Source: an optimization exercise on an open RTL-to-GDS flow (aim: small area, a short achievable clock period and few clock cycles per item). Production flows keep margins and buffers that such runs may drop. The RTL was checked by simulation tests, not by an equivalence proof against the original design.

==> 02-08: inputs <==
==> flow/design.v (excerpt) <==
module zf_eq (
    input  wire        clk,
    input  wire        rst,
    input  wire        in_valid,
    output wire        in_ready,
    input  wire [63:0] freq_re,
    input  wire [63:0] freq_im,
    input  wire [63:0] chan_re,
    input  wire [63:0] chan_im,
    input  wire [63:0] eps,
    output reg         out_valid,
    input  wire        out_ready,
    output reg  [63:0] eq_re,
    output reg  [63:0] eq_im,
    output reg         degen
);
clock: 28.0 ns
lec_check: 0
cap_margin: 20
cell_pad_in_sites_detail_placement: 1
cell_pad_in_sites_global_placement: 2
core_margin: 2
core_utilization: 30
place_density: 0.45
setup_slack_margin: 1.0
slew_margin: 20
run.sh (not shown) runs the stock make flow with config.mk's settings and CLKGATE_MAP_FILE= SYNTH_SCRIPT=/design/flow/synth_recipe.tcl, a recipe that flattens the netlist after the stock synthesis.
==> 09-16: changes against 02-08 <==
--- a/flow/design.v
+++ b/flow/design.v
@@ -111,39 +111,39 @@
         r_inf  <= s1_inf;
         r_sinf <= s1_sinf;
     end
     wire [6:0] lz;
     fp_lzc #(.W(56), .CW(7)) u_lzc (.x(r_R[55:0]), .n(lz));
-    reg signed [13:0] q;
-    reg [55:0]        m;
-    wire [63:0]       rounded;
-    fp_round u_round (.sign(r_sx), .q(q), .m(m), .y(rounded));
+    wire        tiny = {4'b0, lz} >= r_ex;           
+    wire [10:0] exm1 = r_ex - 11'd1;
+    wire [55:0] mf   = r_R[55:0] << lz;
+    wire [55:0] ml   = r_R[55:0] << (tiny ? exm1[6:0] : lz);
+    wire [55:0] m    = r_R[56] ? {r_R[56:2], r_R[1] | r_R[0]} : ml;
+    wire [10:0] ef   = r_R[56] ? r_ex + 11'd1 : (tiny ? 11'd0 : r_ex - {4'b0, lz});
+    wire        inc  = m[2] & (m[1] | m[0] | m[3]);
+    wire [62:0] pk   = {ef, m[54:3]} + {62'd0, inc};
+    wire        ovf  = r_R[56] && (r_ex == 11'd2046);
     reg [63:0]        yn;
     reg [52:0]        umn;
     reg signed [12:0] uen;
     always @* begin
-        if (r_R[56]) begin
-            m = {r_R[56:2], r_R[1] | r_R[0]};
-            q = $signed({3'b0, r_ex}) + 14'sd1;
-        end else begin
-            m = r_R[55:0] << lz;
-            q = $signed({3'b0, r_ex}) - $signed({7'b0, lz});
-        end
         if (r_nan)
             yn = QNAN;
         else if (r_inf)
             yn = {r_sinf, 11'h7ff, 52'b0};
         else if (r_R == 0)
             yn = {r_sub ? 1'b0 : r_sx, 63'b0};
+        else if (ovf)
+            yn = {r_sx, 11'h7ff, 52'b0};
         else
-            yn = rounded;
-        if (q < 14'sd1) begin
-            umn = m[55:3];
-            uen = q[12:0];
+            yn = {r_sx, pk};
+        if (tiny && !r_R[56]) begin
+            umn = mf[55:3];
+            uen = $signed({2'b0, r_ex}) - $signed({6'b0, lz});
         end else begin
-            umn = {1'b1, rounded[51:0]};
-            uen = {2'b0, rounded[62:52]};
+            umn = {1'b1, pk[51:0]};
+            uen = {2'b0, pk[62:52]};
         end
     end
     always @(posedge clk) if (en) begin
         y  <= yn;
         um <= umn;
@@ -155,27 +155,39 @@
     input  wire        en,
     input  wire [63:0] ai,
     input  wire [63:0] bi,
     output reg  [63:0] y
 );
-    reg [63:0] a, b;
-    always @(posedge clk) if (en) begin
-        a <= ai;
-        b <= bi;
-    end
     localparam [63:0] QNAN = 64'h7FF8000000000000;
     localparam W  = 106;
     localparam NR = 27;           
     localparam N0 = 28;           
-    wire a_nan  = (a[62:52] == 11'h7ff) && (a[51:0] != 0);
-    wire b_nan  = (b[62:52] == 11'h7ff) && (b[51:0] != 0);
-    wire a_inf  = (a[62:52] == 11'h7ff) && (a[51:0] == 0);
-    wire b_inf  = (b[62:52] == 11'h7ff) && (b[51:0] == 0);
-    wire a_zero = (a[62:0] == 0);
-    wire b_zero = (b[62:0] == 0);
-    wire [52:0] A  = {a[62:52] != 0, a[51:0]};
-    wire [55:0] Bx = {2'b0, b[62:52] != 0, b[51:0], 1'b0};
+    wire a_nan  = (ai[62:52] == 11'h7ff) && (ai[51:0] != 0);
+    wire b_nan  = (bi[62:52] == 11'h7ff) && (bi[51:0] != 0);
+    wire a_inf  = (ai[62:52] == 11'h7ff) && (ai[51:0] == 0);
+    wire b_inf  = (bi[62:52] == 11'h7ff) && (bi[51:0] == 0);
+    wire a_zero = (ai[62:0] == 0);
+    wire b_zero = (bi[62:0] == 0);
+    wire [52:0] ma = {ai[62:52] != 0, ai[51:0]};
+    wire [52:0] mb = {bi[62:52] != 0, bi[51:0]};
+    wire [5:0]  lza, lzb;
+    fp_lzc #(.W(53), .CW(6)) u_lza (.x(ma), .n(lza));
+    fp_lzc #(.W(53), .CW(6)) u_lzb (.x(mb), .n(lzb));
+    reg  [52:0]        A, B;
+    reg  signed [12:0] e0a, e0b;
+    reg                f0_nan, f0_inf, f0_zero, f0_s;
+    always @(posedge clk) if (en) begin
+        A       <= ma << lza;
+        B       <= mb << lzb;
+        e0a     <= $signed({2'b0, (ai[62:52] == 0) ? 11'd1 : ai[62:52]}) - $signed({7'b0, lza});
+        e0b     <= $signed({2'b0, (bi[62:52] == 0) ? 11'd1 : bi[62:52]}) - $signed({7'b0, lzb});
+        f0_nan  <= a_nan || b_nan || (a_inf && b_zero) || (a_zero && b_inf);
+        f0_inf  <= a_inf || b_inf;
+        f0_zero <= a_zero || b_zero;
+        f0_s    <= ai[63] ^ bi[63];
+    end
+    wire [55:0] Bx = {2'b0, B, 1'b0};
     function [W-1:0] cterm;
         input dummy;
         integer i;
         begin
             cterm = {W{1'b0}};
@@ -238,32 +250,30 @@
             l5[2*W*k +: 2*W] = csa(l4[W*(3*k) +: W], l4[W*(3*k+1) +: W], l4[W*(3*k+2) +: W]);
         l6[0 +: 2*W] = csa(l5[0 +: W], l5[W +: W], l5[2*W +: W]);
         l6[2*W +: W] = l5[3*W +: W];
         l7 = csa(l6[0 +: W], l6[W +: W], l6[2*W +: W]);
     end
-    wire [W-1:0] P = l7[0 +: W] + l7[W +: W];
-    reg [W-1:0] p;
-    reg         f_nan, f_inf, f_zero, f_s;
-    reg [11:0]  f_esum;
+    reg [W-1:0]        ps, pc;
+    reg signed [13:0]  f_esum;
+    reg                f_nan, f_inf, f_zero, f_s;
     always @(posedge clk) if (en) begin
-        p      <= P;
-        f_nan  <= a_nan || b_nan || (a_inf && b_zero) || (a_zero && b_inf);
-        f_inf  <= a_inf || b_inf;
-        f_zero <= a_zero || b_zero;
-        f_s    <= a[63] ^ b[63];
-        f_esum <= {1'b0, (a[62:52] == 0) ? 11'd1 : a[62:52]}
-                + {1'b0, (b[62:52] == 0) ? 11'd1 : b[62:52]};
-    end
-    wire [6:0]   lz;
-    fp_lzc #(.W(106), .CW(7)) u_lzc (.x(p), .n(lz));
-    wire [105:0] pn = p << lz;
+        ps     <= l7[0 +: W];
+        pc     <= l7[W +: W];
+        f_esum <= {e0a[12], e0a} + {e0b[12], e0b};
+        f_nan  <= f0_nan;
+        f_inf  <= f0_inf;
+        f_zero <= f0_zero;
+        f_s    <= f0_s;
+    end
+    wire [105:0] p  = ps + pc;
+    wire [105:0] pn = p[105] ? p : {p[104:0], 1'b0};
     reg  [55:0]        n_m;
     reg  signed [13:0] n_q;
     reg                n_nan, n_inf, n_zero, n_s;
     always @(posedge clk) if (en) begin
         n_m    <= {pn[105:51], |pn[50:0]};
-        n_q    <= $signed({2'b0, f_esum}) - 14'sd1022 - $signed({7'b0, lz});
+        n_q    <= f_esum - 14'sd1022 - {13'd0, !p[105]};
         n_nan  <= f_nan;
         n_inf  <= f_inf;
         n_zero <= f_zero;
         n_s    <= f_s;
     end
--- a/flow/config.mk
+++ b/flow/config.mk
@@ -3,10 +3,11 @@
 export DESIGN_NICKNAME = zf_eq
 export VERILOG_FILES = /design/flow/design.v
 export SDC_FILE = /design/flow/constraint.sdc
 export NUM_CORES = 4
 export LEC_CHECK = 0
+export ABC_AREA = 1
 export CAP_MARGIN = 20
 export CELL_PAD_IN_SITES_DETAIL_PLACEMENT = 1
 export CELL_PAD_IN_SITES_GLOBAL_PLACEMENT = 2
 export CORE_MARGIN = 2
 export CORE_UTILIZATION = 30
==> 03-15: changes against 02-08 <==
--- a/flow/design.v
+++ b/flow/design.v
@@ -111,39 +111,39 @@
         r_inf  <= s1_inf;
         r_sinf <= s1_sinf;
     end
     wire [6:0] lz;
     fp_lzc #(.W(56), .CW(7)) u_lzc (.x(r_R[55:0]), .n(lz));
-    reg signed [13:0] q;
-    reg [55:0]        m;
-    wire [63:0]       rounded;
-    fp_round u_round (.sign(r_sx), .q(q), .m(m), .y(rounded));
+    wire        tiny = {4'b0, lz} >= r_ex;           
+    wire [10:0] exm1 = r_ex - 11'd1;
+    wire [55:0] mf   = r_R[55:0] << lz;
+    wire [55:0] ml   = r_R[55:0] << (tiny ? exm1[6:0] : lz);
+    wire [55:0] m    = r_R[56] ? {r_R[56:2], r_R[1] | r_R[0]} : ml;
+    wire [10:0] ef   = r_R[56] ? r_ex + 11'd1 : (tiny ? 11'd0 : r_ex - {4'b0, lz});
+    wire        inc  = m[2] & (m[1] | m[0] | m[3]);
+    wire [62:0] pk   = {ef, m[54:3]} + {62'd0, inc};
+    wire        ovf  = r_R[56] && (r_ex == 11'd2046);
     reg [63:0]        yn;
     reg [52:0]        umn;
     reg signed [12:0] uen;
     always @* begin
-        if (r_R[56]) begin
-            m = {r_R[56:2], r_R[1] | r_R[0]};
-            q = $signed({3'b0, r_ex}) + 14'sd1;
-        end else begin
-            m = r_R[55:0] << lz;
-            q = $signed({3'b0, r_ex}) - $signed({7'b0, lz});
-        end
         if (r_nan)
             yn = QNAN;
         else if (r_inf)
             yn = {r_sinf, 11'h7ff, 52'b0};
         else if (r_R == 0)
             yn = {r_sub ? 1'b0 : r_sx, 63'b0};
+        else if (ovf)
+            yn = {r_sx, 11'h7ff, 52'b0};
         else
-            yn = rounded;
-        if (q < 14'sd1) begin
-            umn = m[55:3];
-            uen = q[12:0];
+            yn = {r_sx, pk};
+        if (tiny && !r_R[56]) begin
+            umn = mf[55:3];
+            uen = $signed({2'b0, r_ex}) - $signed({6'b0, lz});
         end else begin
-            umn = {1'b1, rounded[51:0]};
-            uen = {2'b0, rounded[62:52]};
+            umn = {1'b1, pk[51:0]};
+            uen = {2'b0, pk[62:52]};
         end
     end
     always @(posedge clk) if (en) begin
         y  <= yn;
         um <= umn;
@@ -155,27 +155,39 @@
     input  wire        en,
     input  wire [63:0] ai,
     input  wire [63:0] bi,
     output reg  [63:0] y
 );
-    reg [63:0] a, b;
-    always @(posedge clk) if (en) begin
-        a <= ai;
-        b <= bi;
-    end
     localparam [63:0] QNAN = 64'h7FF8000000000000;
     localparam W  = 106;
     localparam NR = 27;           
     localparam N0 = 28;           
-    wire a_nan  = (a[62:52] == 11'h7ff) && (a[51:0] != 0);
-    wire b_nan  = (b[62:52] == 11'h7ff) && (b[51:0] != 0);
-    wire a_inf  = (a[62:52] == 11'h7ff) && (a[51:0] == 0);
-    wire b_inf  = (b[62:52] == 11'h7ff) && (b[51:0] == 0);
-    wire a_zero = (a[62:0] == 0);
-    wire b_zero = (b[62:0] == 0);
-    wire [52:0] A  = {a[62:52] != 0, a[51:0]};
-    wire [55:0] Bx = {2'b0, b[62:52] != 0, b[51:0], 1'b0};
+    wire a_nan  = (ai[62:52] == 11'h7ff) && (ai[51:0] != 0);
+    wire b_nan  = (bi[62:52] == 11'h7ff) && (bi[51:0] != 0);
+    wire a_inf  = (ai[62:52] == 11'h7ff) && (ai[51:0] == 0);
+    wire b_inf  = (bi[62:52] == 11'h7ff) && (bi[51:0] == 0);
+    wire a_zero = (ai[62:0] == 0);
+    wire b_zero = (bi[62:0] == 0);
+    wire [52:0] ma = {ai[62:52] != 0, ai[51:0]};
+    wire [52:0] mb = {bi[62:52] != 0, bi[51:0]};
+    wire [5:0]  lza, lzb;
+    fp_lzc #(.W(53), .CW(6)) u_lza (.x(ma), .n(lza));
+    fp_lzc #(.W(53), .CW(6)) u_lzb (.x(mb), .n(lzb));
+    reg  [52:0]        A, B;
+    reg  signed [12:0] e0a, e0b;
+    reg                f0_nan, f0_inf, f0_zero, f0_s;
+    always @(posedge clk) if (en) begin
+        A       <= ma << lza;
+        B       <= mb << lzb;
+        e0a     <= $signed({2'b0, (ai[62:52] == 0) ? 11'd1 : ai[62:52]}) - $signed({7'b0, lza});
+        e0b     <= $signed({2'b0, (bi[62:52] == 0) ? 11'd1 : bi[62:52]}) - $signed({7'b0, lzb});
+        f0_nan  <= a_nan || b_nan || (a_inf && b_zero) || (a_zero && b_inf);
+        f0_inf  <= a_inf || b_inf;
+        f0_zero <= a_zero || b_zero;
+        f0_s    <= ai[63] ^ bi[63];
+    end
+    wire [55:0] Bx = {2'b0, B, 1'b0};
     function [W-1:0] cterm;
         input dummy;
         integer i;
         begin
             cterm = {W{1'b0}};
@@ -238,32 +250,30 @@
             l5[2*W*k +: 2*W] = csa(l4[W*(3*k) +: W], l4[W*(3*k+1) +: W], l4[W*(3*k+2) +: W]);
         l6[0 +: 2*W] = csa(l5[0 +: W], l5[W +: W], l5[2*W +: W]);
         l6[2*W +: W] = l5[3*W +: W];
         l7 = csa(l6[0 +: W], l6[W +: W], l6[2*W +: W]);
     end
-    wire [W-1:0] P = l7[0 +: W] + l7[W +: W];
-    reg [W-1:0] p;
-    reg         f_nan, f_inf, f_zero, f_s;
-    reg [11:0]  f_esum;
+    reg [W-1:0]        ps, pc;
+    reg signed [13:0]  f_esum;
+    reg                f_nan, f_inf, f_zero, f_s;
     always @(posedge clk) if (en) begin
-        p      <= P;
-        f_nan  <= a_nan || b_nan || (a_inf && b_zero) || (a_zero && b_inf);
-        f_inf  <= a_inf || b_inf;
-        f_zero <= a_zero || b_zero;
-        f_s    <= a[63] ^ b[63];
-        f_esum <= {1'b0, (a[62:52] == 0) ? 11'd1 : a[62:52]}
-                + {1'b0, (b[62:52] == 0) ? 11'd1 : b[62:52]};
-    end
-    wire [6:0]   lz;
-    fp_lzc #(.W(106), .CW(7)) u_lzc (.x(p), .n(lz));
-    wire [105:0] pn = p << lz;
+        ps     <= l7[0 +: W];
+        pc     <= l7[W +: W];
+        f_esum <= {e0a[12], e0a} + {e0b[12], e0b};
+        f_nan  <= f0_nan;
+        f_inf  <= f0_inf;
+        f_zero <= f0_zero;
+        f_s    <= f0_s;
+    end
+    wire [105:0] p  = ps + pc;
+    wire [105:0] pn = p[105] ? p : {p[104:0], 1'b0};
     reg  [55:0]        n_m;
     reg  signed [13:0] n_q;
     reg                n_nan, n_inf, n_zero, n_s;
     always @(posedge clk) if (en) begin
         n_m    <= {pn[105:51], |pn[50:0]};
-        n_q    <= $signed({2'b0, f_esum}) - 14'sd1022 - $signed({7'b0, lz});
+        n_q    <= f_esum - 14'sd1022 - {13'd0, !p[105]};
         n_nan  <= f_nan;
         n_inf  <= f_inf;
         n_zero <= f_zero;
         n_s    <= f_s;
     end
==> flow/config.mk (replaced) <==
export PLATFORM = sky130hd
export DESIGN_NAME = zf_eq
export DESIGN_NICKNAME = zf_eq
export VERILOG_FILES = /design/flow/design.v
export SDC_FILE = /design/flow/constraint.sdc
export NUM_CORES = 4
export LEC_CHECK = 0
export CAP_MARGIN = 20
export CELL_PAD_IN_SITES_DETAIL_PLACEMENT = 2
export CELL_PAD_IN_SITES_GLOBAL_PLACEMENT = 4
export CORE_MARGIN = 2
export CORE_UTILIZATION = 30
export PLACE_DENSITY = 0.4
export SETUP_SLACK_MARGIN = 1.0
export SLEW_MARGIN = 20
==> qor summary <==
| metric | 09-16 | 03-15 | 02-08 |
|---|---|---|---|
| Status | no timing/DRC/antenna violations | no timing/DRC/antenna violations | no timing/DRC/antenna violations |
| Post-synthesis adder-cell area fraction | 0.2302 | 0.2281 | 0.2286 |
| Post-Syn Area per Cell | 8.077 um^2 | 9.079 um^2 | 8.830 um^2 |
| Xor/xnor share of the synthesized area | 0.05585 | 0.02778 | 0.02621 |
| Reg-to-Reg End | u_d1r.ws[25] | u_add.ue[8] | u_mul.p[102] |
| Synthesized cell area | 306400 um^2 | 318600 um^2 | 325300 um^2 |
| Worst hold path startpoint | u_mul.f_inf | run[1] | u_add.s1_ex[1] |
| Num Clock Sinks | 3034 | 3034 | 2932 |
| Overall via count from detail_route | 273808 | 285050 | 293779 |
| # diodes | 268 | 130 | 257 |
| Maximum clock skew at final layout | 0.1357 ns | 0.1573 ns | 0.2009 ns |
| Routed wl met3 | 82.79 mm | 97.22 mm | 95.69 mm |
| Sequential cell area | 90980 um^2 | 90990 um^2 | 87930 um^2 |
| Area of the multi-input gates | 183800 um^2 | 204700 um^2 | 213400 um^2 |
| Min setup slack post-route | 16.25 ns | 15.33 ns | 14.47 ns |
| DRC violation total after the first TritonRoute iteration | 23354 | 25781 | 29409 |
| Number of nets at the end of the flow | 41828 | 38244 | 39797 |
| Placed cell count | 50600 | 47463 | 49370 |
| Non-clk bufs | 1128 | 1472 | 1505 |
| Number of nets in the synthesized netlist | 42363 | 39516 | 41271 |
| Fraction of the mapped netlist area in compound gates | 0.1207 | 0.1912 | 0.2014 |
| Non-clock buffer share of cell area | 0.02857 | 0.03589 | 0.03642 |
| Clock edge transition at the registers on the reported setup and hold paths | 0.06 ns | 0.06 ns | 0.08 ns |
| Sequential share of the synthesized area | 0.2969 | 0.2855 | 0.2702 |
| Largest net degree at the start of global routing | 150 | 178 | 202 |
Testbench counts of 02-08, summed over its fixed seeds: cycles 2,536, items 384.
Testbench counts of 09-16, summed over its fixed seeds: cycles 2,536, items 384.
Testbench counts of 03-15, summed over its fixed seeds: cycles 2,536, items 384.

[afterwards: timing with drivers on the ports]
No port has a modelled driver above. Below, the same layouts with a new extraction and two added sets of constraints. Step 1 sets driving cells, clkbuf_16 on the clock port and buf_2 on the other inputs (assumed; they add their load-dependent delay and slew). Step 2, shift: input delay + t, output delay - t, t = (earliest + latest rising clock arrival at the registers) / 2. This alone moves slack from input paths to output paths. Slacks: no drivers / after step 1 / after step 2; pairs: no drivers / after step 1.
run	t, ns	slack for setup (ns)	hold slack, ns
02-08	1.234	14.466 / 14.466 / 14.466	0.408 / 0.408 / 0.408
09-16	1.248	16.246 / 16.246 / 16.246	0.388 / 0.388 / 0.388
03-15	1.242	15.326 / 15.326 / 15.326	0.374 / 0.374 / 0.374
After both steps setup and hold are still met in every run listed.
